What follows belongs to an exercise in optimizing a design on an open flow for small area, a short achievable clock period and few clock cycles per item; a production flow would make more cautious choices.
At most, simulation tests tie the RTL to the original design; equivalence was not proved.
Function not checked in runs 1 to 6: the RTL went through the layout flow alone.
Power is estimated from default activity; no workload was simulated.

`flow/run.sh`:
```
#!/bin/bash
# Own flow: the standard layout, with the port buffers made from the
# smallest buffer cell, a clock tree of clkbuf_8 without dummy loads, and
# timing repair aiming for more setup slack than the 8 ns clock needs.
set -o pipefail
export BUFFER_PORTS_ARGS="-buffer_cell sky130_fd_sc_hd__buf_1"
export CTS_ARGS="-sink_clustering_enable -repair_clock_nets -dont_use_dummy_load -buf_list {sky130_fd_sc_hd__clkbuf_4 sky130_fd_sc_hd__clkbuf_8}"
export SETUP_SLACK_MARGIN=5.5
bash standard.sh > standard.log 2>&1
```
`standard.sh`:
```
#!/bin/bash
# synth_recipe.tcl (not shown) runs the flow's synth.tcl, then flattens the netlist and writes it again
# the make line also repeats each setting of config.mk as NAME=value (left out here)
make -C /OpenROAD-flow-scripts/flow DESIGN_CONFIG=/design/flow/config.mk WORK_HOME=/design/flow/orfs CLKGATE_MAP_FILE= SYNTH_SCRIPT=/design/flow/synth_recipe.tcl "${@:-finish}"
```
`config.mk`:
```
export PLATFORM = sky130hd
export DESIGN_NAME = sscore_dec
export DESIGN_NICKNAME = sscore_dec
export VERILOG_FILES = /design/flow/design.v
export SDC_FILE = /design/flow/constraint.sdc
export NUM_CORES = 4
export LEC_CHECK = 0
export CAP_MARGIN = 20
export CORE_MARGIN = 2
export CORE_UTILIZATION = 40
export SLEW_MARGIN = 20
```
`constraint.sdc`:
```
create_clock -name core_clock -period 8.0 [get_ports {clk}]
set_input_delay 1.6000 -clock core_clock [delete_from_list [all_inputs] [get_ports {clk}]]
set_output_delay 1.6000 -clock core_clock [all_outputs]
set_load 0.01 [all_outputs]
```
`design.v`:
```
module sscore_dec (
    input             clk,
    input             rst,         
    input             start,
    input      [47:0] in_len,
    output            idle,
    output            done,
    output     [2:0]  err,
    input             in_valid,
    output            in_ready,
    input      [20:0] in_cp,
    output            out_valid,
    input             out_ready,
    output      [7:0] out_data
);
    localparam [2:0] E_NONE      = 3'd0,
                     E_HEADER    = 3'd1,    
                     E_RANGE     = 3'd2,    
                     E_LENGTH    = 3'd3,    
                     E_BODY      = 3'd5;    
    reg         idle_r;      
    reg         done_r;      
    reg  [2:0]  err_r;
    localparam LW = 8, UW = 40;
    reg  [5:0]    ph;        
    reg  [LW-1:0] rlo;       
    reg  [UW-1:0] rup;       
    reg           rpend;     
    reg           rbr;       
    reg  [2:0]    st;        
    reg  [LW-1:0] hlo;       
    reg  [UW-1:0] hup;       
    reg           hpend;     
    reg           hpass;     
    reg           hbr;       
    reg           uf;        
    reg         oor;         
    reg         mb;          
    reg         rdy_o;       
    reg         busy;        
    reg         kpat;        
    reg  [10:0] rcnt;        
    reg  [7:0]  q;           
    reg         ovalid;
    reg  [7:0]  obyte;
    reg         zfe;         
    assign idle      = idle_r;
    assign done      = done_r;
    assign err       = err_r;
    assign in_ready  = rdy_o;
    assign out_valid = ovalid;
    assign out_data  = obyte;
    wire        rdy     = !busy;
    wire        push    = in_valid && rdy;
    wire        oa      = !ovalid || out_ready;      
    wire        take    = ovalid && out_ready;       
    wire [11:0] sym     = in_cp[11:0];
    wire        inrange = (in_cp[20:12] == 9'h00E);    
    wire [1:0]  pst     = st[1:0];
    wire        body    = push && st[2];
    wire        head    = (pst == 2'd0);
    wire        t_lit   = body && head && (sym[11:10] == 2'b00);
    wire        t_zf    = body && head && (sym[11] ^ sym[10]);
    wire        t_pat   = body && head && (sym[11:10] == 2'b11);
    wire        t_a     = body && (pst == 2'd1);
    wire        t_b     = body && (pst == 2'd2);
    wire        bad     = body && (head ? (sym[11:8] == 4'b0001 || sym[11:9] == 3'b001)
                                        : (sym[11:8] != 4'b0000));
    wire        rc_zero = (rcnt == 11'd0);
    wire        rc_odd  = rcnt[0];
    wire        zf_nz   = (sym[9:0] != 10'd0);
    wire        x_emit  = !rdy && oa;
    wire [7:0]  h_byte  = (sym[11] ^ sym[10]) ? {8{sym[11]}} : sym[7:0];
    wire [10:0] dec_out = rcnt - 11'd1;
    wire        dec_z   = (rcnt[10:2] == 9'd0) &&
                          (rcnt[1:0] == ((!kpat && zfe) ? 2'd2 : 2'd1));
    wire        len_one = (sym[9:0] == 10'd1);
    wire        ph0     = (ph == 6'd0);
    wire        phl     = (ph == UW - 1);
    wire [LW-1:0] rlo_t, hlo_t;
    genvar gi;
    generate
        for (gi = 0; gi < LW; gi = gi + 1) begin : g_borrow
            if (gi == 0) begin : g0
                assign rlo_t[gi] = push;
                assign hlo_t[gi] = take;
            end else begin : gn
                assign rlo_t[gi] = push && (rlo[gi-1:0] == {gi{1'b0}});
                assign hlo_t[gi] = take && (hlo[gi-1:0] == {gi{1'b0}});
            end
        end
    endgenerate
    wire        rlo_z   = (rlo == {LW{1'b0}});
    wire        hlo_z   = (hlo == {LW{1'b0}});
    wire        rup_z   = (rup == {UW{1'b0}});
    wire        hup_z   = (hup == {UW{1'b0}});
    wire        rbc     = ph0 ? rpend : rbr;       
    wire        hrot    = ph0 ? hpend : hpass;     
    wire        hbc     = ph0 ? hpend : hbr;       
    wire        rem_z   = rup_z && rlo_z;
    wire        hsh     = push && !st[2];
    wire [47:0] hshift  = {hup[35-LW:0], hlo, sym};
    wire        fin     = !idle_r && !done_r && rem_z && rdy && oa;
    wire        e_head  = t_lit || (t_zf && zf_nz);
    wire        e_pat   = (t_a || t_b) && !rc_zero;
    wire        emit    = oa && (x_emit || e_head || e_pat);
    reg         rdy_n;
    always @(*) begin
        rdy_n = rdy;
        if (x_emit && (dec_z || pst == 2'd2)) rdy_n = 1'b1;
        if (t_a && !rc_zero && !oa) rdy_n = 1'b0;
        if (t_lit && !oa) rdy_n = 1'b0;
        if (t_zf && zf_nz) rdy_n = oa && len_one;
        if (t_b && !rc_zero) rdy_n = oa && dec_z;
    end
    always @(posedge clk) begin
        if (rst) begin
            idle_r <= 1'b1;
            done_r <= 1'b0;
            rdy_o  <= 1'b1;
            busy   <= 1'b0;
            ovalid <= 1'b0;
        end else begin
            idle_r <= idle_r ? !start : done_r;
            done_r <= fin;
            rdy_o  <= rdy_n;
            busy   <= !rdy_n;
            ovalid <= emit || (ovalid && !out_ready);
        end
    end
    always @(posedge clk) begin
        err_r <= oor                                           ? E_RANGE  :
                 !st[2]                                        ? E_HEADER :
                 (mb || !head)                                 ? E_BODY   :
                 (uf || !hup_z || hpend || hpass ||
                  (hlo != {{(LW-1){1'b0}}, ovalid})) ? E_LENGTH :
                                                                 E_NONE;
        if (oa)
            obyte <= rdy ? h_byte : q;
        if ((pst != 2'd2) ? (rdy || (oa && kpat)) : (rdy && push && !oa))
            q <= rdy ? h_byte : obyte;
        if (rdy && head) begin
            kpat <= !(sym[11] ^ sym[10]);
            zfe  <= oa;
        end
        if (!rdy) begin
            if (oa) rcnt <= dec_out;
        end else if (head) begin
            rcnt <= (sym[11:10] == 2'b11) ? {sym[9:0], 1'b0} :
                    (sym[11:10] == 2'b00) ? 11'd1 :
                                            {1'b0, sym[9:0]};
        end else if ((t_a || t_b) && !rc_zero && oa) begin
            rcnt <= dec_out;
        end
        if (idle_r) begin
            mb  <= 1'b0;
            oor <= 1'b0;
        end else begin
            if (push && !inrange) oor <= 1'b1;
            if (bad) mb <= 1'b1;
            if (t_pat) st[1:0] <= 2'd1;
            if (t_a) st[1:0] <= 2'd2;
            if (t_b) st[1:0] <= 2'd0;
        end
        if (idle_r) begin
            st    <= 3'd0;
            uf    <= 1'b0;
            hpend <= 1'b0;
            hpass <= 1'b0;
        end else begin
            if (hsh) st <= st + 3'd1;
            if (take && hlo_z && hup_z) uf <= 1'b1;
            hpend <= (hpend && !ph0) || (take && hlo_z);
            hpass <= hrot && !phl;
        end
        hlo <= hsh ? hshift[LW-1:0] : (hlo ^ hlo_t);
        if (hsh) hup <= hshift[47:LW];
        else if (hrot) hup <= {hup[0] ^ hbc, hup[UW-1:1]};
        hbr <= hbc && !hup[0];
        ph    <= (idle_r || phl) ? 6'd0 : ph + 6'd1;
        rlo   <= idle_r ? in_len[LW-1:0] : (rlo ^ rlo_t);
        rup   <= idle_r ? in_len[47:LW] : {rup[0] ^ rbc, rup[UW-1:1]};
        rbr   <= rbc && !rup[0];
        rpend <= !idle_r && ((rpend && !ph0) || (push && rlo_z));
    end
endmodule
```
==> results of run 1 <==
==> logic make-up (layout without fill, tap and decap cells) <==
family | Yosys count | in the layout | synth area share, %
xor gates and xnor gates | 22 | 22 | 2.90
DFF | 150 | 150 | 55.5
buffers and inverters | 64 | 160 | 3.65
AOI/OAI and AO/OA | 109 | 109 | 10.3
muxes | 42 | 42 | 7.09
adders and majority gates | 14 | 14 | 2.63
and+or+nand+nor | 255 | 258 | 17.9
==> layer usage <==
| metal | wire length, µm | vias to the layer above | global-route usage [%] |
|---|---|---|---|
| met4 | 239 | 0 | 5.73 |
| met3 | 1080 | 16 | 6.28 |
| met1 | 7340 | 2486 | 24.7 |
| li1 | - | 2529 | - |
| met5 | 0 | - | 0 |
| met2 | 7460 | 141 | 30.2 |
==> layout make-up <==
class | instances | share of cell area, %
sequential | 150 | 46.7
timing repair buffer | 107 | 7.88
inverter | 36 | 2.05
clock buffer | 17 | 2.95
multi-input combinational | 445 | 37.0
tap | 220 | 3.47
==> Yosys cell counts, types with 2 or more instances <==
| master | n |
|---|---|
| nand2_1 | 140 |
| dfxtp_1 | 81 |
| edfxtp_1 | 69 |
| mux2_2 | 41 |
| a21oi_1 | 40 |
| inv_1 | 35 |
| nor2_1 | 31 |
| nor4_1 | 31 |
| clkbuf_1 | 26 |
| o21ai_0 | 22 |
| ha_1 | 14 |
| xnor2_1 | 11 |
| xor2_1 | 11 |
| nand2b_1 | 8 |
| a221oi_1 | 7 |
| a31oi_1 | 7 |
| or4_1 | 6 |
| nand3_1 | 5 |
| nand3b_1 | 5 |
| nand4_1 | 5 |
| nor3_1 | 5 |
| a21o_1 | 4 |
| o31ai_1 | 4 |
| or3_1 | 4 |
| nor2b_1 | 3 |
| a211o_1 | 2 |
| a211oi_1 | 2 |
| a2bb2oi_1 | 2 |
| a41o_1 | 2 |
| buf_2 | 2 |
| nor3b_1 | 2 |
| o211ai_1 | 2 |
| o21a_1 | 2 |
| o22ai_1 | 2 |
| o311a_1 | 2 |
==> power by group through the flow <==
stage	combinational, mW	sequential, mW	clock, mW
2_1_floorplan	0.159	0.947	0
3_3_place_gp	0.206	0.958	0
3_5_place_dp	0.213	0.962	0
4_1_cts	0.235	0.945	0.439
5_1_grt	0.268	0.955	0.473
6_report	0.240	0.946	0.429
==> how the worst max path moves through the flow <==
| stage | start | end | slack, ps |
|---|---|---|---|
| finish | idle_r$_SDFF_PP1_ | idle | 5400 |
| global route | idle_r$_SDFF_PP1_ | idle | 5350 |
| CTS | idle_r$_SDFF_PP1_ | idle | 5370 |
| detailed placement | in_valid | hup[7]$_DFFE_PP_ | 4300 |
| global placement | in_valid | hup[33]$_DFFE_PP_ | 4400 |
| floorplan | in_cp[10] | rdy_o$_SDFF_PP1_ | 5160 |
==> cell usage in the layout (no fill, tap or decap), types with 7 or more instances in the layout <==
master,count
xor2_1,11
buf_4,17
nor2_1,29
nor4_1,28
clkbuf_8,17
edfxtp_1,69
a21oi_1,40
mux2_2,41
a31oi_1,7
o21ai_0,21
clkbuf_2,8
ha_1,12
nand2_1,139
dfxtp_1,75
inv_1,31
buf_1,67
xnor2_1,11
==> worst reg2reg max path, cell delays in order, from the launching register on <==
cell	delay, ps
dfxtp_1	340
or4_1	580
or4_1	540
nor4_1	420
a21oi_1	170
==> sequential cells by signal (all words and copies together), names as in the netlist, 3 cells and up <==
register / cells
rcnt: 11
st: 3
rup: 40
err_r: 3
hup: 40
ph: 6
obyte: 8
rlo: 8
hlo: 8
q: 8
==> what timing repair did <==
action / 4_1_cts / 5_1_grt
resized for setup: 44 / 16
hold buffers: 0 / 0
endpoints found under the setup margin: 148 / 77
buffers inserted: 11 / 4
hold endpoints to repair: 0 / 0
pin swaps: 6 / 2
gates cloned: 5 / 0
==> flow_summary.ini, run 1 <==
[sta]
fin_hold_ws_ps = 430
hold_viol_final = 0
max_freq_mhz = 384
fin_crit_ps = 2600
setup_ws_ps = 5400
relSlewSlack_pct = 51.9
setup_viol = 0
slew_viol_final = 0
worst_slew_pin_slew_ps = 707
period_share_pct = 32.6
finalSetupTns_ps = 0
rsz0062_at_grt = true
fin_skew_ps = 19.4

[critical_path]
arrival_ps = 1000
crit_path_end_kind = output pin
reg2reg_from = hlo[4]$_DFF_P_
required_ps = 6400
cp_top_family = flip-flops
worstPathMaxFanout = 2
critPathKind = flop to output pin
worstRegToRegCells = 4
reg2reg_to = err_r[0]$_SDFF_PP0_
max_stage_delay_ps = 350
crit_chain = buf_12 -> buf_6
cp-start-kind = flop
critical_path_depth = 2
path_buf_inv = 2
crit_path_top_delay_cell = dfxtp_4
regToRegSetupSlack_ps = 5810

[synthesis]
async_reset_ff_share_pct = 0
synth_area_leader_cell = edfxtp_1
mappedNetlistArea_um2 = 6650
synth-edff-count = 69
ys_ff_latch = 150
synthCells = 656
synth_nets = 744
avgSynthCellArea_um2 = 10.1
synth.top_cell.area_share_pct = 31.1
synth_warnings = 1
synthDistinctLibCells = 56
synth_ff_type = dfxtp_1
yosysSeqAreaShare_pct = 55.5
synth.area.top_cells = edfxtp_1 (31%), dfxtp_1 (24%), nand2_1 (7.9%)

[finish]
fillers = 1534
final_nets = 845
final_cells = 975
layout-drive-gt1-share_pct = 18.7
synthToLayoutAreaGrowth_pct = 19.3
multiInputGateArea_um2 = 2940
seq_area_um2 = 3710
num_antenna_cells = 0
final_util_pct = 48.4
design_area_um2 = 7940

[min_path]
worstHoldEndpoint = err_r[0]$_SDFF_PP0_
hold_class = flop to flop
min-delay-start = oor$_SDFFE_PP0P_
holdPathStages = 1

[power]
p_total_mw = 1.62
clock_power_share_pct = 26.6
p_seq_share_pct = 58.6
switchingPower_mw = 0.427
p_int_mw = 1.19
powerDensity_nw_per_um2 = 203
combPwrFrac_pct = 14.9
swShare_pct = 26.4
leakage_nw = 3.11
peakVddDrop_uv = 113

[clock_tree]
clock_path_buffers = 2
cts_tree = built
clockRootBuffer = clkbuf_8
path_clk_slew_ps = 70
clock_latency_ps = 450
clock-sinks = 150
cts_inserted_buffers = 17
h-tree-depth = 4

[global_routing]
grt_pass1_wl_um = 26500
grt_pass1_vias = 5213
grt_max_degree = 44
grt.total_usage_pct = 19.0
grt.overflow.total = 0
grt_antenna_before_repair = 0

[placed_design]
postPlaceCellArea_um2 = 7330
pre_cts_slack_ps = 4300
io_buffers = 88
dp.final_hpwl_um = 10600
gp_congestion = 0.810
dp.cells = 938

[status]
status = finished clean

[detailed_routing]
ant_nets = 0
vias = 5172
drt_iter0_markers = 372
wirelength_um = 16100
dr.pass1.iters = 5
viasPerCell = 5.30
wl_per_cell_um = 16.5
drc = 0

[floorplanning]
die_h_um = 133
dieArea_um2 = 17700
initial_utilization_pct = 40.6
fp.coreArea_um2 = 16400
ioPinCount = 89
num_rows = 47
die_w_um = 133

[job]
maxCapViolations = 0
==> inputs of run 2 (changes only) <==
--- a/flow/run.sh
+++ b/flow/run.sh
@@ -7,3 +7,3 @@
 export CTS_ARGS="-sink_clustering_enable -repair_clock_nets -dont_use_dummy_load -buf_list {sky130_fd_sc_hd__clkbuf_4 sky130_fd_sc_hd__clkbuf_8}"
-export SETUP_SLACK_MARGIN=5.5
+export SETUP_SLACK_MARGIN=5.4
 bash standard.sh > standard.log 2>&1
--- a/config.mk
+++ b/config.mk
@@ -9,3 +9,3 @@
 export CORE_MARGIN = 2
-export CORE_UTILIZATION = 40
+export CORE_UTILIZATION = 60
 export SLEW_MARGIN = 20
==> flow_summary.ini, run 2 <==
[status]
status = finished clean

[sta]
max_freq_mhz = 386
fin_crit_ps = 2590
worst_slew_pin_slew_ps = 1030
fin_hold_ws_ps = 411
fin_skew_ps = 19.6
setup_ws_ps = 5410
slew_viol_final = 0
rsz0062_at_grt = true
period_share_pct = 32.4
finalSetupTns_ps = 0
hold_viol_final = 0
setup_viol = 0
relSlewSlack_pct = 29.5

[power]
powerDensity_nw_per_um2 = 208
p_total_mw = 1.58
leakage_nw = 3.00
peakVddDrop_uv = 144

[global_routing]
grt_use_met2_pct = 39.7
use_met3_pct = 6.16
grt_max_degree = 72
grt.overflow.total = 0
grtUsageMet1_pct = 33.7
busiest_layer = met2
grt_pass1_wl_um = 23200
grt_antenna_before_repair = 0
grt_pass1_vias = 4885
grt.total_usage_pct = 25.3

[clock_tree]
cts_inserted_buffers = 17
path_clk_slew_ps = 80
h-tree-depth = 4
clock_path_buffers = 2
clockRootBuffer = clkbuf_8
clock-sinks = 150
clock_latency_ps = 450
cts_tree = built

[finish]
num_antenna_cells = 0
final_util_pct = 70.1
final_nets = 833
most-common-layout-cells = nand2_1 (139), dfxtp_1 (78), buf_1 (70)
design_area_um2 = 7600
layout-drive-gt1-share_pct = 15.3
largest_registers = hup: 40 flops, rup: 40 flops, rcnt: 11 flops
final_cells = 883
final_common_cell = nand2_1
synthToLayoutAreaGrowth_pct = 14.2
fillers = 848

[detailed_routing]
ant_nets = 0
drc = 0
viasPerCell = 5.78
wl_per_cell_um = 16.3
dr.pass1.iters = 5
drt_iter0_markers = 332
wirelength_um = 14400
vias = 5104

[synthesis]
yosysSeqAreaShare_pct = 55.5
synth-edff-count = 69
async_reset_ff_share_pct = 0
synth_nets = 744
synthDistinctLibCells = 56
mappedNetlistArea_um2 = 6650
ys_ff_latch = 150
synthCells = 656
synth_ff_type = dfxtp_1
avgSynthCellArea_um2 = 10.1
synth_area_leader_cell = edfxtp_1
synth.area.top_cells = edfxtp_1 (31%), dfxtp_1 (24%), nand2_1 (7.9%)
synth.top_cell.area_share_pct = 31.1
ys_top_cells_by_count = nand2_1 (140), dfxtp_1 (81), edfxtp_1 (69)
yosysMostFrequentCell = nand2_1
synth_warnings = 1

[floorplanning]
initial_utilization_pct = 61.4
die_w_um = 109
num_rows = 38
ioPinCount = 89
fp.coreArea_um2 = 10800
die_h_um = 109
dieArea_um2 = 11900

[placed_design]
gp_congestion = 0.861
dp.final_hpwl_um = 9740
io_buffers = 88
pre_cts_slack_ps = 4300
dp.cells = 858
postPlaceCellArea_um2 = 7170

[critical_path]
critPathKind = flop to output pin
path_buf_inv = 1
arrival_ps = 990
crit_path_end = out_data[7]
required_ps = 6400
crit_path_top_delay_cell = edfxtp_1
cp-start-kind = flop
reg2reg_from = ph[0]$_SDFF_PP0_
cp_top_family = flip-flops
critical_path_depth = 1
worstPathMaxFanout = 2
crit_path_end_kind = output pin
reg2reg_to = hup[33]$_DFFE_PP_
regToRegSetupSlack_ps = 5670
max_stage_delay_ps = 400
crit_start = obyte[7]$_DFFE_PN_
crit_chain = clkbuf_2
worstRegToRegCells = 5

[job]
maxCapViolations = 0

[min_path]
hold_class = flop to flop
run 2: cell types whose count changed in the layout (fill, tap and decap cells not counted), moves of 3 or more:
cell | previous run | this run
buf_1 | 67 | 70
a221oi_1 | 3 | 7
clkbuf_2 | 8 | 13
buf_6 | 5 | 1
a221oi_2 | 4 | 0
buf_4 | 17 | 7
dfxtp_1 | 75 | 78
run 2: logic make-up (layout without fill, tap and decap cells):
group	after synthesis	in the layout	share of synthesized area, %
and+or+nand+nor	255	258	17.9
DFF	150	150	55.5
AOI/OAI and AO/OA	109	109	10.3
buffers and inverters	64	148	3.65
muxes	42	42	7.09
xor gates and xnor gates	22	22	2.90
adders and majority gates	14	14	2.63
run 2: report_power, final:
group          internal, mW  leakage, nW  switching, mW
combinational        0.0971         1.50          0.122
sequential            0.890         1.38         0.0565
clock                 0.187        0.122          0.230
run 2: metal layers:
metal / share of wire (%) / vias to the layer above
met5: 0 / -
met4: 2.1 / 0
met2: 47 / 184
li1: - / 2503
met1: 45 / 2390
met3: 6.3 / 27
run 2: final cells by class:
| cell class | count | area [µm²] | area share [%] |
|---|---|---|---|
| clock buffers | 17 | 234 | 3.08 |
| well taps | 140 | 175 | 2.31 |
| flip-flops and latches | 150 | 3700 | 48.7 |
| multi-input cells | 445 | 2900 | 38.2 |
| inverters | 36 | 158 | 2.08 |
| repair buffers | 95 | 427 | 5.62 |
run 2: how the worst min path moves through the flow:
| stage | start | endpoint | slack, ps | depth (start not counted) |
|---|---|---|---|---|
| global route | oor$_SDFFE_PP0P_ | err_r[0]$_SDFF_PP0_ | 450 | 1 |
| finish | oor$_SDFFE_PP0P_ | err_r[0]$_SDFF_PP0_ | 410 | 1 |
| CTS | oor$_SDFFE_PP0P_ | err_r[0]$_SDFF_PP0_ | 410 | 1 |
| detailed placement | oor$_SDFFE_PP0P_ | err_r[0]$_SDFF_PP0_ | 400 | 1 |
| global placement | oor$_SDFFE_PP0P_ | err_r[0]$_SDFF_PP0_ | 400 | 1 |
| floorplan | oor$_SDFFE_PP0P_ | err_r[0]$_SDFF_PP0_ | 390 | 1 |
run 2: what timing repair did:
action	in CTS	in global routing
buffers inserted	4	1
resized for setup	17	21
hold endpoints to repair	0	0
pin swaps	4	4
hold buffers	0	0
setup endpoints to repair	125	76
cloned	3	0
==> inputs of run 3 (changes only) <==
--- a/config.mk
+++ b/config.mk
@@ -7,5 +7,6 @@
 export LEC_CHECK = 0
+export ABC_CLOCK_PERIOD_IN_PS = 2600
 export CAP_MARGIN = 20
 export CORE_MARGIN = 2
-export CORE_UTILIZATION = 60
+export CORE_UTILIZATION = 40
 export SLEW_MARGIN = 20
==> flow_summary.ini, run 3 <==
[finish]
layout-drive-gt1-share_pct = 14.6
final_nets = 830
num_antenna_cells = 0
most-common-layout-cells = nand2_1 (139), dfxtp_1 (77), buf_1 (75)
synthToLayoutAreaGrowth_pct = 15.4
final_util_pct = 46.8
largest_registers = hup: 40 flops, rup: 40 flops, rcnt: 11 flops
design_area_um2 = 7680
final_cells = 960
fillers = 1578
final_common_cell = nand2_1

[status]
status = finished clean

[clock_tree]
h-tree-depth = 4
clock-sinks = 150
cts_inserted_buffers = 17
hold_buffers = 0
clock_latency_ps = 440
cts_tree = built
path_clk_slew_ps = 80
clock_path_buffers = 2
clockRootBuffer = clkbuf_8

[synthesis]
synth.top_cell.area_share_pct = 31.1
synth_warnings = 1
yosysSeqAreaShare_pct = 55.5
synth_xor_area_share_pct = 2.90
synth_compound_area_share_pct = 10.3
synth_top_family_by_area = simple AND/OR/NAND/NOR gates
yosys.area_share.adder_pct = 2.63
synth-edff-count = 69
ys_top_cells_by_count = nand2_1 (140), dfxtp_1 (81), edfxtp_1 (69)
synthCells = 656
synth.area.top_cells = edfxtp_1 (31%), dfxtp_1 (24%), nand2_1 (7.9%)
synthMuxAreaShare_pct = 7.09
yosysMostFrequentCell = nand2_1
async_reset_ff_share_pct = 0
synth_ff_type = dfxtp_1
avgSynthCellArea_um2 = 10.1
ys_ff_latch = 150
synthDistinctLibCells = 56
synth_area_leader_cell = edfxtp_1
mappedNetlistArea_um2 = 6650
synth_nets = 744
synthSimpleGateAreaFrac_pct = 17.9

[detailed_routing]
drt_iter0_markers = 374
wl_per_cell_um = 16.1
wirelength_um = 15400
drc = 0
viasPerCell = 5.32
vias = 5106
dr.pass1.iters = 5
ant_nets = 0

[sta]
fin_skew_ps = 30.6
setup_ws_ps = 5410
hold_viol_final = 0
relSlewSlack_pct = 30.5
fin_hold_ws_ps = 426
rsz0062_at_grt = true
worst_slew_pin_slew_ps = 1010
period_share_pct = 32.4
slew_viol_final = 0
max_freq_mhz = 386
setup_viol = 0
finalSetupTns_ps = 0
fin_crit_ps = 2590

[min_path]
min-delay-start = oor$_SDFFE_PP0P_
hold_class = flop to flop

[critical_path]
cp-start-kind = input pin
critPathKind = input pin to flop
crit_path_top_delay_cell = or4_4
arrival_ps = 2910
reg2reg_from = ph[0]$_SDFF_PP0_
max_stage_delay_ps = 540
worstPathMaxFanout = 5
required_ps = 8320
crit_start = in_cp[8]
cp_top_family = simple AND/OR/NAND/NOR gates
crit_path_end_kind = flop
crit_chain = clkbuf_2 -> or4_4 -> nor4_4 -> a2111o_1 -> o211ai_1
path_buf_inv = 1

[placed_design]
io_buffers = 88
dp.cells = 937
gp_congestion = 0.811
pre_cts_slack_ps = 4280
postPlaceCellArea_um2 = 7270
dp.final_hpwl_um = 10600

[floorplanning]
ioPinCount = 89
die_h_um = 133
num_rows = 47
fp.coreArea_um2 = 16400
dieArea_um2 = 17700
initial_utilization_pct = 40.6
die_w_um = 133

[global_routing]
grt.total_usage_pct = 17.9
grt.overflow.total = 0
grt_antenna_before_repair = 0
grt_pass1_vias = 4928
grt_max_degree = 72
grt_pass1_wl_um = 24800

[power]
leakage_nw = 2.96
powerDensity_nw_per_um2 = 207
p_total_mw = 1.59
peakVddDrop_uv = 119

[job]
maxCapViolations = 0
## run 3: cell counts after synthesis
Identical to the previous run, type by type.
## run 3: worst paths after layout
check                        endpoint  depth (start not counted)  slack [ps]
hold reg to reg   err_r[0]$_SDFF_PP0_                          1         430
hold / removal    err_r[0]$_SDFF_PP0_                          1         430
setup / recovery      busy$_SDFF_PP0_                          5        5410
setup reg to reg     hup[1]$_DFFE_PP_                          5        5630
## run 3: power by group
part / total, mW / internal [mW] / switching, mW
Clock: 0.424 / 0.187 / 0.237
Combinational: 0.219 / 0.0959 / 0.123
Sequential: 0.945 / 0.889 / 0.0561
Total: 1.59 / 1.17 / 0.417
## run 3: final cells by class
type                            instances  area [µm²]  area share [%]
Clock buffer                           17         234            3.05
Inverter                               36         163            2.12
Multi-Input combinational cell        446        2900            37.8
Sequential cell                       150        3700            48.2
Tap cell                              220         275            3.58
Timing Repair Buffer                   91         403            5.25
## run 3: logic make-up after synthesis
| group | Yosys count |
|---|---|
| AOI/OAI and AO/OA | 109 |
| DFF | 150 |
| buffers and inverters | 64 |
| and+or+nand+nor | 255 |
| xor gates and xnor gates | 22 |
| muxes | 42 |
| adders and majority gates | 14 |
## run 3: worst register-to-register path, delay by kind of cell (launching register included)
kind / cells / cell delay [ps]
buffers and inverters: 1 / 60
AND/OR/NAND/NOR: 2 / 540
multiplexers: 1 / 890
flip-flops: 1 / 360
adder cells (fa/ha/maj): 1 / 190
## run 3: what timing repair did
action / 4_1_cts / 5_1_grt
buffers inserted: 1 / 1
endpoints found under the setup margin: 136 / 28
resized for setup: 20 / 19
pin swaps: 4 / 4
gates cloned: 4 / 0
## run 3: per-layer routing
| layer | up-vias | track usage (%) | wire length [µm] |
|---|---|---|---|
| met5 | - | 0 | 0 |
| met4 | 0 | 6.69 | 242 |
| met3 | 18 | 4.87 | 952 |
| met2 | 147 | 27.8 | 7230 |
| met1 | 2436 | 24.1 | 7010 |
| li1 | 2505 | - | - |
==> inputs of run 4 (changes only) <==
--- a/config.mk
+++ b/config.mk
@@ -7,3 +7,3 @@
 export LEC_CHECK = 0
-export ABC_CLOCK_PERIOD_IN_PS = 2600
+export ABC_AREA = 1
 export CAP_MARGIN = 20
==> flow_summary.ini, run 4 <==
[sta]
setup_viol = 0
max_freq_mhz = 386
fin_crit_ps = 2590
worst_slew_pin_slew_ps = 801
rsz0062_at_grt = true
slew_viol_final = 0
fin_skew_ps = 32.8
period_share_pct = 32.4
hold_viol_final = 0
relSlewSlack_pct = 46.6
finalSetupTns_ps = 0

[critical_path]
cp-start-kind = flop
regToRegSetupSlack_ps = 5640
required_ps = 6400
crit_path_top_delay_cell = edfxtp_1
cp_top_family = flip-flops
reg2reg_to = rcnt[8]$_DFFE_PP_
crit_path_end = out_data[4]
worstRegToRegCells = 5
crit_start = obyte[4]$_DFFE_PN_
path_buf_inv = 1
critPathKind = flop to output pin
max_stage_delay_ps = 400
crit_path_end_kind = output pin
critical_path_depth = 1
worstPathMaxFanout = 2
reg2reg_from = busy$_SDFF_PP0_
arrival_ps = 990
crit_chain = clkbuf_2

[synthesis]
synth_area_leader_cell = edfxtp_1
synthDistinctLibCells = 40
synth_ff_type = dfxtp_1
synth_nets = 938
synth.area.top_cells = edfxtp_1 (30%), dfxtp_1 (24%), nand2_1 (13%)
async_reset_ff_share_pct = 0
yosysMostFrequentCell = nand2_1
synthCells = 850
synth_warnings = 1
ys_top_cells_by_count = nand2_1 (245), inv_1 (117), dfxtp_1 (81)
yosysSeqAreaShare_pct = 53.7
synth-edff-count = 69
avgSynthCellArea_um2 = 8.10
ys_ff_latch = 150
synth.top_cell.area_share_pct = 30.1
mappedNetlistArea_um2 = 6880

[floorplanning]
die_h_um = 135
initial_utilization_pct = 41.2
dieArea_um2 = 18300
num_rows = 47
ioPinCount = 89
die_w_um = 135
fp.coreArea_um2 = 16700

[clock_tree]
path_clk_slew_ps = 80
h-tree-depth = 4
cts_inserted_buffers = 17
clock_path_buffers = 2
cts_tree = built
hold_buffers = 0
clockRootBuffer = clkbuf_8
clock-sinks = 150
clock_latency_ps = 460

[job]
maxCapViolations = 0

[finish]
final_common_cell = nand2_1
largest_registers = hup: 40 flops, rup: 40 flops, rcnt: 11 flops
layout-drive-gt1-share_pct = 7.04
most-common-layout-cells = nand2_1 (237), inv_1 (115), dfxtp_1 (78), buf_1 (78), nor2_1 (76)
final_nets = 1027
synthToLayoutAreaGrowth_pct = 13.5
num_antenna_cells = 0
fillers = 1717
final_cells = 1157

[detailed_routing]
dr.pass1.iters = 5
vias = 5576
ant_nets = 0
drc = 0
wirelength_um = 15600
wl_per_cell_um = 13.5
viasPerCell = 4.82
drt_iter0_markers = 346

[placed_design]
dp.final_hpwl_um = 10900
io_buffers = 88
dp.cells = 1134
gp_congestion = 0.815

[power]
powerDensity_nw_per_um2 = 201
peakVddDrop_uv = 115
swShare_pct = 26.8
p_int_mw = 1.15
leakage_nw = 3.38
p_seq_share_pct = 58.7
switchingPower_mw = 0.421
combPwrFrac_pct = 13.8
clock_power_share_pct = 27.4

[global_routing]
grt.total_usage_pct = 17.2
grt_pass1_wl_um = 24600
grt_antenna_before_repair = 0
grt_max_degree = 93
grt.overflow.total = 0
grt_pass1_vias = 5162

[status]
status = finished clean

[min_path]
hold_class = flop to flop
-- run 4: cell count changes after synthesis, moves of 8 or more --
cell	change
a21oi_1	-19
clkbuf_1	-9
inv_1	+82
mux2_2	-41
nand2_1	+105
nand2b_1	-8
nand3_1	+14
nand4_1	+13
nor2_1	+48
nor4_1	-29
o21ai_0	+35
o21ai_1	+39
-- run 4: cell families after synthesis --
group	Yosys count	share of synthesized area [%]
AND/OR/NAND/NOR	385	23.0
buffers and inverters	151	8.49
flip-flops	150	53.7
AO/OA/AOI/OAI	141	11.1
adder cells (fa/ha/maj)	14	2.55
XOR/XNOR	9	1.15
-- run 4: worst min path at each step --
stage                                to  slack, ps             start  cells after the start
detailed placement  err_r[2]$_SDFF_PP0_        430  oor$_SDFFE_PP0P_                      1
global route        err_r[2]$_SDFF_PP0_        450  oor$_SDFFE_PP0P_                      1
floorplan           err_r[2]$_SDFF_PP0_        400  oor$_SDFFE_PP0P_                      1
global placement         rup[2]$_DFF_P_        430    rup[3]$_DFF_P_                      2
finish              err_r[2]$_SDFF_PP0_        440  oor$_SDFFE_PP0P_                      1
CTS                 err_r[2]$_SDFF_PP0_        440  oor$_SDFFE_PP0P_                      1
-- run 4: repair_timing --
item,CTS,global route
buffers inserted,2,2
pin swaps,0,1
gates resized for setup,10,16
setup endpoints to repair,44,50
cloned,0,2
-- run 4: routing by layer --
metal | share of wire (%) | track usage, % | up-vias
met1 | 49 | 23.0 | 2517
met5 | 0 | 0 | -
li1 | - | - | 2921
met3 | 3.7 | 4.64 | 26
met2 | 46 | 26.9 | 112
met4 | 2.3 | 6.42 | 0
-- run 4: area by class of cell --
cell class	count	area, µm²	share of cell area, %
sequential	150	3700	47.3
clock buffer	17	234	3.00
multi-input combinational	550	2700	34.5
tap	220	275	3.53
timing repair buffer	95	425	5.45
inverter	125	480	6.15
-- run 4: power groups by stage --
stage	clock (mW)	sequential, mW	combinational [mW]
final	0.431	0.923	0.217
after global routing	0.473	0.932	0.251
after detailed placement	0	0.939	0.210
after floorplan	0	0.931	0.150
after CTS	0.444	0.923	0.213
after global placement	0	0.938	0.208
-- run 4: stage by stage --
step                      area, µm²  hold slack (ps)  power (mW)  setup WS [ps]  util, %
after floorplan                6960              400        1.08           5280        -
after detailed placement       7440              431        1.15           4430     44.6
final                          7810              438        1.57           5410     46.8
after global routing           7810              447        1.66           5340     46.8
after CTS                      7730              442        1.58           5370     46.3
after global placement         7440              432        1.15           4450     44.6
==> inputs of run 5 (changes only) <==
--- a/design.v
+++ b/design.v
@@ -23,3 +23,3 @@
     reg  [2:0]  err_r;
-    localparam LW = 8, UW = 40;
+    localparam LW = 7, UW = 41;
     reg  [5:0]    ph;        
@@ -154,3 +154,3 @@
         end
-        if (idle_r) begin
+        if (idle_r || rst) begin
             mb  <= 1'b0;
@@ -164,3 +164,3 @@
         end
-        if (idle_r) begin
+        if (idle_r || rst) begin
             st    <= 3'd0;
--- a/config.mk
+++ b/config.mk
@@ -7,3 +7,2 @@
 export LEC_CHECK = 0
-export ABC_AREA = 1
 export CAP_MARGIN = 20
==> flow_summary.ini, run 5 <==
[min_path]
holdPathStages = 1
hold_class = flop to flop
worstHoldEndpoint = ph[0]$_SDFF_PP0_
min-delay-start = ph[0]$_SDFF_PP0_

[synthesis]
yosysSeqAreaShare_pct = 56.1
ys_top_cells_by_count = nand2_1 (140), dfxtp_1 (80), edfxtp_1 (70)
synth_nets = 746
synth-edff-count = 70
synth.area.top_cells = edfxtp_1 (32%), dfxtp_1 (24%), nand2_1 (8.0%)
synthDistinctLibCells = 48
synth_area_leader_cell = edfxtp_1
async_reset_ff_share_pct = 0
synth_ff_type = dfxtp_1
synth_warnings = 1
synth.top_cell.area_share_pct = 31.8
yosysMostFrequentCell = nand2_1
avgSynthCellArea_um2 = 10.0
mappedNetlistArea_um2 = 6600
ys_ff_latch = 150
synthCells = 658

[floorplanning]
ioPinCount = 89
num_rows = 46
dieArea_um2 = 17500
fp.coreArea_um2 = 16000
initial_utilization_pct = 41.3
die_w_um = 132
die_h_um = 132

[sta]
worst_slew_pin_slew_ps = 961
hold_viol_final = 0
relSlewSlack_pct = 35.9
fin_skew_ps = 27.8
max_freq_mhz = 383
setup_viol = 0
slew_viol_final = 0
fin_crit_ps = 2610
finalSetupTns_ps = 0
fin_hold_ws_ps = 471
rsz0062_at_grt = true
setup_ws_ps = 5390
period_share_pct = 32.6

[global_routing]
grt.total_usage_pct = 17.6
grt.overflow.total = 0
grt_antenna_before_repair = 0
grt_max_degree = 62
grt_pass1_wl_um = 25000
grt_pass1_vias = 5009

[critical_path]
worstPathMaxFanout = 2
critPathKind = flop to output pin
cp_top_family = flip-flops
regToRegSetupSlack_ps = 5620
reg2reg_to = hup[5]$_DFFE_PP_
worstRegToRegCells = 5
required_ps = 6400
path_buf_inv = 1
reg2reg_from = busy$_SDFF_PP0_
cp-start-kind = flop
arrival_ps = 1010
crit_path_top_delay_cell = edfxtp_1
crit_path_end_kind = output pin
max_stage_delay_ps = 420
crit_chain = clkbuf_2

[finish]
final_common_cell = nand2_1
synthToLayoutAreaGrowth_pct = 15.8
num_antenna_cells = 0
most-common-layout-cells = nand2_1 (140), dfxtp_1 (77), buf_1 (75)
multiInputGateArea_um2 = 2790
layout-drive-gt1-share_pct = 15.1
final_cells = 964
fillers = 1595
final_nets = 838
largest_registers = hup: 41 flops, rup: 41 flops, rcnt: 11 flops
seq_area_um2 = 3710

[power]
p_total_mw = 1.54
peakVddDrop_uv = 125
powerDensity_nw_per_um2 = 201
leakage_nw = 2.97

[detailed_routing]
drt_iter0_markers = 292
wirelength_um = 14900
wl_per_cell_um = 15.5
vias = 4942
viasPerCell = 5.13
ant_nets = 0
dr.pass1.iters = 4
drc = 0

[clock_tree]
clock-sinks = 150
h-tree-depth = 4
clock_path_buffers = 2
clock_latency_ps = 440
cts_inserted_buffers = 17
hold_buffers = 0
cts_tree = built
path_clk_slew_ps = 90
clockRootBuffer = clkbuf_8

[status]
status = finished clean

[placed_design]
io_buffers = 88
gp_congestion = 0.832
pre_cts_slack_ps = 4580
dp.final_hpwl_um = 10700
dp.cells = 939

[job]
maxCapViolations = 0
run 5: cell types whose count changed after synthesis, sizes merged, moves of 23 or more:
cell / delta
a21oi: +24
inv: -88
mux2: +41
nand2: -106
nor2: -44
nor4: +23
o21ai: -71
run 5: report_power, final:
part / leakage [nW] / internal, mW / switching [mW] / total, mW
clock network: 0.122 / 0.187 / 0.233 / 0.420
logic: 1.46 / 0.0870 / 0.104 / 0.191
registers: 1.39 / 0.879 / 0.0467 / 0.926
run 5: cell families (layout without fill, tap and decap cells):
kind of cell / after synthesis / in the layout / share of synthesized area, %
AO/OA/AOI/OAI: 106 / 106 / 9.49
XOR/XNOR: 20 / 20 / 2.65
adder cells (fa/ha/maj): 14 / 14 / 2.65
buffers and inverters: 64 / 154 / 3.64
flip-flops: 150 / 150 / 56.1
multiplexers: 41 / 41 / 6.99
AND/OR/NAND/NOR: 263 / 263 / 18.5
run 5: layer usage:
layer	vias to the layer above	global-route usage [%]	share of wire [%]	wire [µm]
met1	2316	22.9	45	6720
met3	20	5.79	6.1	909
met5	-	0	0	0
met4	0	5.44	1.6	234
li1	2487	-	-	-
met2	119	28.0	47	7040
run 5: repair_timing:
item                                    4_1_cts  5_1_grt
gates resized for setup                      16       15
pin swaps                                     1        0
buffers inserted                              5        3
endpoints found under the setup margin       88       74
run 5: area by class of cell:
type | instances | area share (%)
Sequential cell | 150 | 48.5
Multi-Input combinational cell | 444 | 36.6
Clock buffer | 17 | 3.06
Timing Repair Buffer | 100 | 6.17
Tap cell | 216 | 3.54
Inverter | 37 | 2.14
run 5: how the worst max path moves through the flow:
stage / from / end / cells past startpoint / slack (ps)
after floorplan: in_cp[10] / rdy_o$_SDFF_PP1_ / 6 / 5260
after global placement: in_valid / hup[16]$_DFFE_PP_ / 7 / 4640
after detailed placement: in_cp[10] / rcnt[3]$_DFFE_PP_ / 5 / 4580
after CTS: obyte[0]$_DFFE_PN_ / out_data[0] / 1 / 5360
after global routing: obyte[1]$_DFFE_PN_ / out_data[1] / 1 / 5330
final: obyte[0]$_DFFE_PN_ / out_data[0] / 1 / 5390
run 5: per-stage QoR:
step	util, %	area, µm²
floorplan	-	6730
global placement	45.3	7250
detailed placement	45.3	7250
CTS	47.4	7590
global route	47.8	7640
finish	47.8	7640
==> inputs of run 6 (changes only) <==
--- a/flow/run.sh
+++ b/flow/run.sh
@@ -7,3 +7,3 @@
 export CTS_ARGS="-sink_clustering_enable -repair_clock_nets -dont_use_dummy_load -buf_list {sky130_fd_sc_hd__clkbuf_4 sky130_fd_sc_hd__clkbuf_8}"
-export SETUP_SLACK_MARGIN=5.4
+export SETUP_SLACK_MARGIN=5.3
 bash standard.sh > standard.log 2>&1
==> flow_summary.ini, run 6 <==
[critical_path]
arrival_ps = 2790
cp-start-kind = input pin
max_stage_delay_ps = 270
crit_path_end_kind = flop
cp_top_family = simple AND/OR/NAND/NOR gates
crit_path_top_delay_cell = and3b_2
worstPathMaxFanout = 11
regToRegSetupSlack_ps = 5610
critPathKind = input pin to flop
crit_chain = buf_1 -> and3b_2 -> nand2_1 -> a21oi_4 -> nor3_2 -> o21ai_4 -> buf_12
path_buf_inv = 2
required_ps = 8150

[synthesis]
synthCells = 658
synth_warnings = 1
synth_ff_type = dfxtp_1
mappedNetlistArea_um2 = 6600
ys_ff_latch = 150
synth_nets = 746
synthDistinctLibCells = 48
synth-edff-count = 70
synth_area_leader_cell = edfxtp_1
async_reset_ff_share_pct = 0
yosysSeqAreaShare_pct = 56.1
synth.area.top_cells = edfxtp_1 (32%), dfxtp_1 (24%), nand2_1 (8.0%)
yosysMostFrequentCell = nand2_1
avgSynthCellArea_um2 = 10.0
ys_top_cells_by_count = nand2_1 (140), dfxtp_1 (80), edfxtp_1 (70)
synth.top_cell.area_share_pct = 31.8

[placed_design]
dp.final_hpwl_um = 10800
gp_congestion = 0.834
io_buffers = 88

[global_routing]
grt_max_degree = 62
grt.overflow.total = 0
grt_antenna_before_repair = 0
grt_pass1_wl_um = 24700
grt.total_usage_pct = 17.6
grt_pass1_vias = 4997

[min_path]
hold_class = flop to flop

[clock_tree]
cts_inserted_buffers = 17
clock-sinks = 150
clock_path_buffers = 2
clockRootBuffer = clkbuf_8
hold_buffers = 0
path_clk_slew_ps = 70
clock_latency_ps = 450
h-tree-depth = 4
cts_tree = built

[sta]
worst_slew_pin_slew_ps = 965
setup_viol = 0
max_freq_mhz = 378
finalSetupTns_ps = 0
fin_hold_ws_ps = 472
hold_viol_final = 0
fin_crit_ps = 2640
slew_viol_final = 0
period_share_pct = 33.0
relSlewSlack_pct = 35.6
rsz0062_at_grt = false
fin_skew_ps = 27.5

[detailed_routing]
wirelength_um = 15000
vias = 4980
wl_per_cell_um = 15.7
viasPerCell = 5.20
drt_iter0_markers = 389
ant_nets = 0
dr.pass1.iters = 6
drc = 0

[floorplanning]
dieArea_um2 = 17500
fp.coreArea_um2 = 16000
initial_utilization_pct = 41.3
num_rows = 46
die_h_um = 132
die_w_um = 132
ioPinCount = 89

[power]
powerDensity_nw_per_um2 = 203
leakage_nw = 2.91
peakVddDrop_uv = 137

[finish]
fillers = 1575
final_common_cell = nand2_1
most-common-layout-cells = nand2_1 (140), buf_1 (85), dfxtp_1 (78)
num_antenna_cells = 0
synthToLayoutAreaGrowth_pct = 14.4
largest_registers = hup: 41 flops, rup: 41 flops, rcnt: 11 flops
layout-drive-gt1-share_pct = 12.4
final_nets = 831

[job]
maxCapViolations = 0

[status]
status = finished clean
[run 6: cell counts after synthesis]
Identical to the previous run, type by type.
[run 6: area by class of cell]
| cell class | instances | area [µm²] | share of cell area, % |
|---|---|---|---|
| flip-flops and latches | 150 | 3710 | 49.1 |
| multi-input cells | 444 | 2790 | 36.9 |
| repair buffers | 93 | 403 | 5.33 |
| well taps | 216 | 270 | 3.58 |
| clock buffers | 17 | 234 | 3.10 |
| inverters | 37 | 156 | 2.07 |
[run 6: where the power goes]
group	total, mW	switching [mW]	internal (mW)
combinational	0.185	0.103	0.0820
clock	0.425	0.239	0.187
sequential	0.927	0.0473	0.879
total	1.54	0.388	1.15
[run 6: logic make-up (layout without fill, tap and decap cells)]
logic type / after synthesis / in the layout / share of synthesized area, %
AO/OA/AOI/OAI: 106 / 106 / 9.49
buffers and inverters: 64 / 147 / 3.64
flip-flops: 150 / 150 / 56.1
XOR/XNOR: 20 / 20 / 2.65
adder cells (fa/ha/maj): 14 / 14 / 2.65
AND/OR/NAND/NOR: 263 / 263 / 18.5
multiplexers: 41 / 41 / 6.99
[run 6: final timing paths]
kind                                        from           endpoint  depth (start not counted)
worst min-delay path             rup[39]$_DFF_P_    rup[38]$_DFF_P_                          1
worst max-delay path                    in_valid  rcnt[2]$_DFFE_PP_                          7
worst min register to register   rup[39]$_DFF_P_    rup[38]$_DFF_P_                          1
worst max register to register  ph[0]$_SDFF_PP0_  hup[40]$_DFFE_PP_                          8
[run 6: what timing repair did]
item,CTS,global route
setup endpoints to repair,60,73
pin swaps,1,0
setup buffers,1,0
gates resized for setup,5,10
[run 6: stage by stage]
stage	instances	area [µm²]	power [mW]	worst slack, ps	util [%]
2_1_floorplan	658	6720	1.06	5230	-
3_3_place_gp	939	7240	1.12	4630	45.3
3_5_place_dp	939	7240	1.12	4590	45.3
4_1_cts	957	7510	1.55	5270	46.9
5_1_grt	957	7550	1.62	5300	47.2
6_report	957	7550	1.54	5360	47.2
[run 6: metal layers]
| metal | global-route usage, % | routed length (µm) | share of wire [%] | vias up |
|---|---|---|---|---|
| li1 | - | - | - | 2469 |
| met3 | 5.13 | 989 | 6.6 | 32 |
| met1 | 22.9 | 6730 | 45 | 2347 |
| met2 | 27.3 | 6930 | 46 | 132 |
| met5 | 0 | 0 | 0 | - |
| met4 | 7.59 | 333 | 2.2 | 0 |
==> inputs of run 7 (changes only) <==
--- a/design.v
+++ b/design.v
@@ -69,3 +69,2 @@
     wire        rc_zero = (rcnt == 11'd0);
-    wire        rc_odd  = rcnt[0];
     wire        zf_nz   = (sym[9:0] != 10'd0);
--- a/flow/run.sh
+++ b/flow/run.sh
@@ -7,3 +7,4 @@
 export CTS_ARGS="-sink_clustering_enable -repair_clock_nets -dont_use_dummy_load -buf_list {sky130_fd_sc_hd__clkbuf_4 sky130_fd_sc_hd__clkbuf_8}"
-export SETUP_SLACK_MARGIN=5.3
+export SETUP_SLACK_MARGIN=5.4
+export SKIP_GATE_CLONING=1
 bash standard.sh > standard.log 2>&1
==> flow_summary.ini, run 7 <==
[power]
powerDensity_nw_per_um2 = 201
leakage_nw = 2.98
swShare_pct = 25.1
switchingPower_mw = 0.387
peakVddDrop_uv = 142
combPwrFrac_pct = 12.5
p_seq_share_pct = 60.1
clock_power_share_pct = 27.4
p_int_mw = 1.15

[finish]
most-common-layout-cells = nand2_1 (140), dfxtp_1 (77), buf_1 (76)
synthToLayoutAreaGrowth_pct = 16.0
final_util_pct = 47.9
fillers = 1534
layout-drive-gt1-share_pct = 15.5
seq_area_um2 = 3710
multiInputGateArea_um2 = 2800
final_nets = 839
largest_registers = hup: 41 flops, rup: 41 flops, rcnt: 11 flops
num_antenna_cells = 0
final_common_cell = nand2_1
final_cells = 965

[sta]
period_share_pct = 32.4
worst_slew_pin_slew_ps = 976
finalSetupTns_ps = 0
fin_crit_ps = 2590
slew_viol_final = 0
setup_ws_ps = 5410
hold_viol_final = 0
setup_viol = 0
fin_hold_ws_ps = 471
rsz0062_at_grt = true
max_freq_mhz = 386
relSlewSlack_pct = 34.8
fin_skew_ps = 27.1

[placed_design]
dp.final_hpwl_um = 10700
io_buffers = 88
pre_cts_slack_ps = 4590
gp_congestion = 0.828
dp.cells = 939

[clock_tree]
path_clk_slew_ps = 80
cts_inserted_buffers = 17
h-tree-depth = 4
clock_path_buffers = 2
hold_buffers = 0
clock_latency_ps = 440
clockRootBuffer = clkbuf_8
cts_tree = built
clock-sinks = 150

[global_routing]
grt_pass1_vias = 5188
grt.total_usage_pct = 17.6
grt.overflow.total = 0
grt_max_degree = 62
grt_pass1_wl_um = 25100
grt_antenna_before_repair = 0

[synthesis]
mappedNetlistArea_um2 = 6600
synth_warnings = 1
synth_nets = 746
synthDistinctLibCells = 48
yosysSeqAreaShare_pct = 56.1
synth.area.top_cells = edfxtp_1 (32%), dfxtp_1 (24%), nand2_1 (8.0%)
async_reset_ff_share_pct = 0
synth_area_leader_cell = edfxtp_1
synth.top_cell.area_share_pct = 31.8
ys_ff_latch = 150
ys_top_cells_by_count = nand2_1 (140), dfxtp_1 (80), edfxtp_1 (70)
yosysMostFrequentCell = nand2_1
synth_ff_type = dfxtp_1
synth-edff-count = 70
avgSynthCellArea_um2 = 10.0
synthCells = 658

[detailed_routing]
vias = 5045
wl_per_cell_um = 15.5
wirelength_um = 15000
viasPerCell = 5.23
ant_nets = 0
dr.pass1.iters = 5
drc = 0
drt_iter0_markers = 313

[critical_path]
cp-start-kind = flop
crit_path_end_kind = output pin
arrival_ps = 990
reg2reg_from = busy$_SDFF_PP0_
cp_top_family = flip-flops
critPathKind = flop to output pin
worstRegToRegCells = 5
max_stage_delay_ps = 400
critical_path_depth = 1
crit_start = obyte[1]$_DFFE_PN_
crit_path_top_delay_cell = edfxtp_1
crit_chain = clkbuf_2
path_buf_inv = 1
required_ps = 6400
worstPathMaxFanout = 2

[floorplanning]
ioPinCount = 89
initial_utilization_pct = 41.3
num_rows = 46
die_h_um = 132
fp.coreArea_um2 = 16000
dieArea_um2 = 17600
die_w_um = 132

[min_path]
min-delay-start = ph[0]$_SDFF_PP0_
holdPathStages = 1
hold_class = flop to flop

[status]
status = finished clean

[job]
maxCapViolations = 0
-- run 7: changes by cell type after synthesis, sizes merged --
cell,before,now
nand3b,2,1
or3b,1,2
-- run 7: final timing paths --
path              slack [ps]               end
setup / recovery        5410       out_data[1]
hold / removal           470  ph[0]$_SDFF_PP0_
setup reg to reg        5620  hup[5]$_DFFE_PP_
hold reg to reg          470  ph[0]$_SDFF_PP0_
-- run 7: area by class of cell --
class / count / area share (%)
flip-flops and latches: 150 / 48.4
multi-input cells: 444 / 36.6
repair buffers: 101 / 6.27
well taps: 216 / 3.53
clock buffers: 17 / 3.06
inverters: 37 / 2.09
-- run 7: what timing repair did --
action / CTS / global route
gates resized for setup: 16 / 16
buffers inserted: 5 / 4
pin swaps: 1 / 0
gates cloned: 0 / 0
endpoints found under the setup margin: 92 / 29
-- run 7: kinds of logic after synthesis --
family          count (synthesis)  synth area share (%)
fa+ha+maj                      14                  2.65
flops                         150                  56.1
xor+xnor                       20                  2.65
buf+inv                        64                  3.64
simple gates                  263                  18.5
compound gates                106                  9.49
mux                            41                  6.99
-- run 7: per-stage QoR --
stage          power, mW  area [µm²]
4_1_cts             1.55        7590
3_5_place_dp        1.12        7250
5_1_grt             1.62        7660
3_3_place_gp        1.12        7250
2_1_floorplan       1.06        6730
6_report            1.54        7660
-- run 7: routing by layer --
metal | up-vias | global-route usage (%) | share of wire, %
met5 | - | 0 | 0
met4 | 0 | 5.32 | 1.4
met3 | 20 | 5.82 | 6.0
met2 | 138 | 29.0 | 48
met1 | 2404 | 22.0 | 45
li1 | 2483 | - | -
-- run 7: power groups by stage --
stage | Combinational (mW) | Sequential, mW | Clock [mW]
2_1_floorplan | 0.128 | 0.931 | 0
3_3_place_gp | 0.175 | 0.940 | 0
3_5_place_dp | 0.180 | 0.943 | 0
4_1_cts | 0.187 | 0.926 | 0.434
5_1_grt | 0.217 | 0.936 | 0.467
6_report | 0.193 | 0.926 | 0.422
Testbench counts of run 7, summed over its fixed seeds: cycles 65,160, bytes 62,998.
==> inputs of run 8 (changes only) <==
--- a/flow/run.sh
+++ b/flow/run.sh
@@ -8,3 +8,2 @@
 export SETUP_SLACK_MARGIN=5.4
-export SKIP_GATE_CLONING=1
 bash standard.sh > standard.log 2>&1
--- a/config.mk
+++ b/config.mk
@@ -10,2 +10,3 @@
 export CORE_UTILIZATION = 40
+export GPL_TIMING_DRIVEN = 0
 export SLEW_MARGIN = 20
==> flow_summary.ini, run 8 <==
[critical_path]
worstPathMaxFanout = 2
cp-start-kind = flop
crit_chain = clkbuf_2
max_stage_delay_ps = 410
crit_path_top_delay_cell = edfxtp_1
cp_top_family = flip-flops
path_buf_inv = 1
crit_path_end_kind = output pin
required_ps = 6400
critPathKind = flop to output pin
crit_start = obyte[7]$_DFFE_PN_
arrival_ps = 1020
reg2reg_from = ph[0]$_SDFF_PP0_

[detailed_routing]
drt_iter0_markers = 268
wl_per_cell_um = 15.8
ant_nets = 0
dr.pass1.iters = 5
vias = 5103
viasPerCell = 5.15
drc = 0
wirelength_um = 15700

[floorplanning]
fp.coreArea_um2 = 16000
ioPinCount = 89
die_w_um = 132
num_rows = 46
die_h_um = 132
initial_utilization_pct = 41.3
dieArea_um2 = 17600

[sta]
hold_viol_final = 0
max_freq_mhz = 382
finalSetupTns_ps = 0
setup_ws_ps = 5380
slew_viol_final = 0
fin_hold_ws_ps = 460
rsz0062_at_grt = true
fin_skew_ps = 20.3
relSlewSlack_pct = 62.8
setup_viol = 0
worst_slew_pin_slew_ps = 553
fin_crit_ps = 2620
period_share_pct = 32.7

[finish]
largest_registers = hup: 41 flops, rup: 41 flops, rcnt: 11 flops
num_antenna_cells = 0
synthToLayoutAreaGrowth_pct = 17.7
final_common_cell = nand2_1
fillers = 1565
final_nets = 865
layout-drive-gt1-share_pct = 16.4
most-common-layout-cells = nand2_1 (140), dfxtp_1 (78), buf_1 (74)
final_util_pct = 48.6

[synthesis]
yosysMostFrequentCell = nand2_1
ys_top_cells_by_count = nand2_1 (140), dfxtp_1 (80), edfxtp_1 (70)
synth.top_cell.area_share_pct = 31.8
synth_ff_type = dfxtp_1
synthDistinctLibCells = 48
synth-edff-count = 70
synth_area_leader_cell = edfxtp_1
mappedNetlistArea_um2 = 6600
ys_ff_latch = 150
synth_warnings = 1
synth.area.top_cells = edfxtp_1 (32%), dfxtp_1 (24%), nand2_1 (8.0%)
async_reset_ff_share_pct = 0
yosysSeqAreaShare_pct = 56.1
avgSynthCellArea_um2 = 10.0
synthCells = 658
synth_nets = 746

[clock_tree]
cts_inserted_buffers = 17
clock_latency_ps = 450
clockRootBuffer = clkbuf_8
path_clk_slew_ps = 80
clock_path_buffers = 2
cts_tree = built
h-tree-depth = 4
clock-sinks = 150
hold_buffers = 0

[power]
powerDensity_nw_per_um2 = 200
leakage_nw = 3.05
p_total_mw = 1.56
peakVddDrop_uv = 144

[global_routing]
grt_pass1_vias = 5167
grt_max_degree = 22
grt.total_usage_pct = 18.4
grt.overflow.total = 0
grt_antenna_before_repair = 0
grt_pass1_wl_um = 25600

[placed_design]
io_buffers = 88
gp_congestion = 0.872
dp.final_hpwl_um = 11700
pre_cts_slack_ps = 4780

[min_path]
hold_class = flop to flop
min-delay-start = ph[0]$_SDFF_PP0_

[status]
status = finished clean

[job]
maxCapViolations = 0
[run 8: cell counts after synthesis]
Identical to the previous run, type by type.
[run 8: cells by family (layout without fill, tap and decap cells)]
group | Yosys count | count (layout) | share of synthesized area, %
multiplexers | 41 | 41 | 6.99
adder cells (fa/ha/maj) | 14 | 14 | 2.65
buffers and inverters | 64 | 180 | 3.64
AND/OR/NAND/NOR | 263 | 263 | 18.5
flip-flops | 150 | 150 | 56.1
AO/OA/AOI/OAI | 106 | 107 | 9.49
XOR/XNOR | 20 | 20 | 2.65
[run 8: layout make-up]
| type | instances | area [µm²] | area share [%] |
|---|---|---|---|
| multi-input combinational | 445 | 2790 | 35.9 |
| tap | 216 | 270 | 3.48 |
| inverter | 37 | 164 | 2.11 |
| buffer | 27 | 129 | 1.66 |
| timing repair buffer | 99 | 478 | 6.15 |
| sequential | 150 | 3710 | 47.7 |
| clock buffer | 17 | 234 | 3.01 |
[run 8: power by group]
part	internal [mW]	total (mW)	switching, mW
registers	0.879	0.926	0.0468
logic	0.0901	0.199	0.109
clock network	0.187	0.432	0.245
[run 8: final timing paths]
path / slack [ps] / endpoint / cells after the start
max: 5380 / out_data[7] / 1
min: 460 / ph[0]$_SDFF_PP0_ / 1
max reg2reg: 5530 / hup[1]$_DFFE_PP_ / 8
min reg2reg: 460 / ph[0]$_SDFF_PP0_ / 1
[run 8: metrics by stage]
stage	cell area (µm²)	std cells
CTS	7690	985
floorplan	6730	658
global route	7770	991
global placement	7330	962
detailed placement	7360	963
finish	7770	991
[run 8: what timing repair did]
| action | 4_1_cts | 5_1_grt |
|---|---|---|
| setup buffers | 4 | 6 |
| setup endpoints to repair | 96 | 105 |
| cloned | 1 | 0 |
| pin swaps | 2 | 0 |
| gates resized for setup | 14 | 27 |
[run 8: metal layers]
| metal | track usage (%) | part of all wire [%] | wire [µm] | up-vias |
|---|---|---|---|---|
| met5 | 0 | 0 | 0 | - |
| met2 | 30.6 | 48 | 7550 | 122 |
| met3 | 6.21 | 6.2 | 973 | 17 |
| li1 | - | - | - | 2549 |
| met4 | 5.38 | 1.3 | 209 | 0 |
| met1 | 22.7 | 44 | 6930 | 2415 |
==> inputs of run 9 (changes only) <==
--- a/flow/run.sh
+++ b/flow/run.sh
@@ -8,2 +8,3 @@
 export SETUP_SLACK_MARGIN=5.4
+export SETUP_MOVE_SEQUENCE="unbuffer,sizeup,swap,buffer"
 bash standard.sh > standard.log 2>&1
--- a/config.mk
+++ b/config.mk
@@ -10,3 +10,2 @@
 export CORE_UTILIZATION = 40
-export GPL_TIMING_DRIVEN = 0
 export SLEW_MARGIN = 20
==> flow_summary.ini, run 9 <==
[sta]
hold_viol_final = 0
fin_hold_ws_ps = 471
max_freq_mhz = 386
worst_slew_pin_slew_ps = 976
slew_viol_final = 0
relSlewSlack_pct = 34.8
fin_skew_ps = 27.1
setup_ws_ps = 5410
setup_viol = 0
rsz0062_at_grt = true
period_share_pct = 32.4
finalSetupTns_ps = 0
fin_crit_ps = 2590

[placed_design]
dp.cells = 939
gp_congestion = 0.828
postPlaceCellArea_um2 = 7250
io_buffers = 88
pre_cts_slack_ps = 4590
dp.final_hpwl_um = 10700

[finish]
largest_registers = hup: 41 flops, rup: 41 flops, rcnt: 11 flops
fillers = 1534
final_nets = 839
final_util_pct = 47.9
most-common-layout-cells = nand2_1 (140), dfxtp_1 (77), buf_1 (76)
synthToLayoutAreaGrowth_pct = 16.0
final_common_cell = nand2_1
num_antenna_cells = 0
layout-drive-gt1-share_pct = 15.5
design_area_um2 = 7660
final_cells = 965

[synthesis]
synth.area.top_cells = edfxtp_1 (32%), dfxtp_1 (24%), nand2_1 (8.0%)
synth.top_cell.area_share_pct = 31.8
synth_nets = 746
synth-edff-count = 70
yosysSeqAreaShare_pct = 56.1
synth_warnings = 1
synth_ff_type = dfxtp_1
ys_ff_latch = 150
synthCells = 658
mappedNetlistArea_um2 = 6600
yosysMostFrequentCell = nand2_1
async_reset_ff_share_pct = 0
ys_top_cells_by_count = nand2_1 (140), dfxtp_1 (80), edfxtp_1 (70)
avgSynthCellArea_um2 = 10.0
synthDistinctLibCells = 48
synth_area_leader_cell = edfxtp_1

[power]
switchingPower_mw = 0.387
combPwrFrac_pct = 12.5
leakage_nw = 2.98
peakVddDrop_uv = 142
p_seq_share_pct = 60.1
powerDensity_nw_per_um2 = 201
p_int_mw = 1.15
clock_power_share_pct = 27.4
swShare_pct = 25.1
p_total_mw = 1.54

[clock_tree]
path_clk_slew_ps = 80
h-tree-depth = 4
cts_tree = built
clockRootBuffer = clkbuf_8
cts_inserted_buffers = 17
clock_latency_ps = 440
clock-sinks = 150
clock_path_buffers = 2

[critical_path]
path_buf_inv = 1
critPathKind = flop to output pin
crit_path_top_delay_cell = edfxtp_1
cp-start-kind = flop
cp_top_family = flip-flops
reg2reg_from = busy$_SDFF_PP0_
regToRegSetupSlack_ps = 5620
required_ps = 6400
crit_chain = clkbuf_2
crit_path_end_kind = output pin
arrival_ps = 990
reg2reg_to = hup[5]$_DFFE_PP_
worstPathMaxFanout = 2
worstRegToRegCells = 5
max_stage_delay_ps = 400

[global_routing]
grtUsageMet1_pct = 22.0
grt.overflow.total = 0
grt_use_met2_pct = 29.0
grt_antenna_before_repair = 0
busiest_layer = met2
grt_pass1_vias = 5188
grt.total_usage_pct = 17.6
use_met3_pct = 5.82
grt_pass1_wl_um = 25100
grt_max_degree = 62

[floorplanning]
fp.coreArea_um2 = 16000
die_h_um = 132
ioPinCount = 89
initial_utilization_pct = 41.3
die_w_um = 132
dieArea_um2 = 17600
num_rows = 46

[status]
status = finished clean

[min_path]
worstHoldEndpoint = ph[0]$_SDFF_PP0_
min-delay-start = ph[0]$_SDFF_PP0_
holdPathStages = 1
hold_class = flop to flop

[detailed_routing]
ant_nets = 0
drt_iter0_markers = 313
wl_per_cell_um = 15.5
viasPerCell = 5.23
drc = 0
wirelength_um = 15000
vias = 5045
dr.pass1.iters = 5

[job]
maxCapViolations = 0
## run 9: cell types whose count changed in the layout (fill, tap and decap cells not counted), sizes merged
| cell | before | now |
|---|---|---|
| clkbuf | 52 | 26 |
| buf | 91 | 92 |
| clkinvlp | 2 | 1 |
| inv | 34 | 35 |
| o21ai | 27 | 26 |
## run 9: cell type report
type	count	area, µm²	area share [%]
Clock buffer	17	234	3.06
Multi-Input combinational cell	444	2800	36.6
Timing Repair Buffer	101	480	6.27
Inverter	37	160	2.09
Tap cell	216	270	3.53
Sequential cell	150	3710	48.4
## run 9: power groups by stage
stage	Combinational, mW	Sequential, mW	Clock (mW)
after floorplan	0.128	0.931	0
after global placement	0.175	0.940	0
after detailed placement	0.180	0.943	0
after CTS	0.187	0.926	0.434
after global routing	0.217	0.936	0.467
final	0.193	0.926	0.422
## run 9: worst register-to-register path: stages, from the launching register on
cell and delay (ps):
dfxtp_1 970, nand2b_4 310, inv_1 120, nand2b_1 100, buf_4 430, o21ai_0 180
## run 9: how the worst max path moves through the flow
stage,from,end,cells past startpoint
floorplan,in_cp[10],rdy_o$_SDFF_PP1_,6
global placement,in_valid,hup[29]$_DFFE_PP_,7
detailed placement,in_valid,hup[30]$_DFFE_PP_,7
CTS,obyte[1]$_DFFE_PN_,out_data[1],1
global route,in_cp[10],obyte[5]$_DFFE_PN_,6
finish,obyte[1]$_DFFE_PN_,out_data[1],1
## run 9: kinds of logic (layout without fill, tap and decap cells)
group	count (synthesis)	count (layout)	synth area share, %
AND/OR/NAND/NOR	263	263	18.5
multiplexers	41	41	6.99
XOR/XNOR	20	20	2.65
buffers and inverters	64	155	3.64
adder cells (fa/ha/maj)	14	14	2.65
AO/OA/AOI/OAI	106	106	9.49
flip-flops	150	150	56.1
## run 9: per-layer routing
metal,routed length [µm],vias to the layer above,share of wire [%]
met5,0,-,0
met4,205,0,1.4
met3,896,20,6.0
met2,7160,138,48
met1,6700,2404,45
li1,-,2483,-
## run 9: timing repair
item,4_1_cts,5_1_grt
pin swaps,1,0
gates resized for setup,16,16
hold buffers,0,0
buffers inserted,5,4
setup endpoints to repair,92,29

==> re-timing with driven ports <==
The results above use ideal ports. As a check the final layouts listed here were re-extracted and re-timed, cells and wires unchanged.
Step 1 assumes that a clkbuf_16 drives the clock port and a buf_2 every other input.
Step 2, shift: input delay + t, output delay - t, t = (earliest + latest rising clock arrival at the registers) / 2. This alone moves slack from input paths to output paths.
Three values: ideal ports, drivers, drivers and shift; two values: the first two.
run | t, ns | setup WS [ns] | hold slack, ns | worst setup path after step 2 | latest minus earliest clock arrival (ns)
run 1 | 0.473 | 5.395 / 5.357 / 4.977 | 0.430 / 0.430 / 0.430 | input to register | 0.022 / 0.022
run 2 | 0.473 | 5.409 / 5.374 / 4.955 | 0.411 / 0.411 / 0.411 | input to register | 0.020 / 0.021
run 3 | 0.470 | 5.408 / 5.369 / 4.914 | 0.426 / 0.426 / 0.426 | input to register | 0.030 / 0.031
run 4 | 0.482 | 5.409 / 5.370 / 5.001 | 0.438 / 0.438 / 0.438 | input to register | 0.036 / 0.035
run 5 | 0.464 | 5.392 / 5.355 / 4.949 | 0.471 / 0.471 / 0.471 | input to register | 0.030 / 0.030
run 6 | 0.479 | 5.357 / 5.330 / 4.863 | 0.472 / 0.472 / 0.472 | input to register | 0.040 / 0.039
run 7 | 0.466 | 5.408 / 5.370 / 4.958 | 0.471 / 0.471 / 0.471 | input to register | 0.027 / 0.027
run 8 | 0.479 | 5.382 / 5.347 / 4.940 | 0.460 / 0.460 / 0.460 | input to register | 0.022 / 0.023
run 9 | 0.466 | 5.408 / 5.370 / 4.958 | 0.471 / 0.471 / 0.471 | input to register | 0.027 / 0.027
After both steps setup and hold are still met in every run listed.
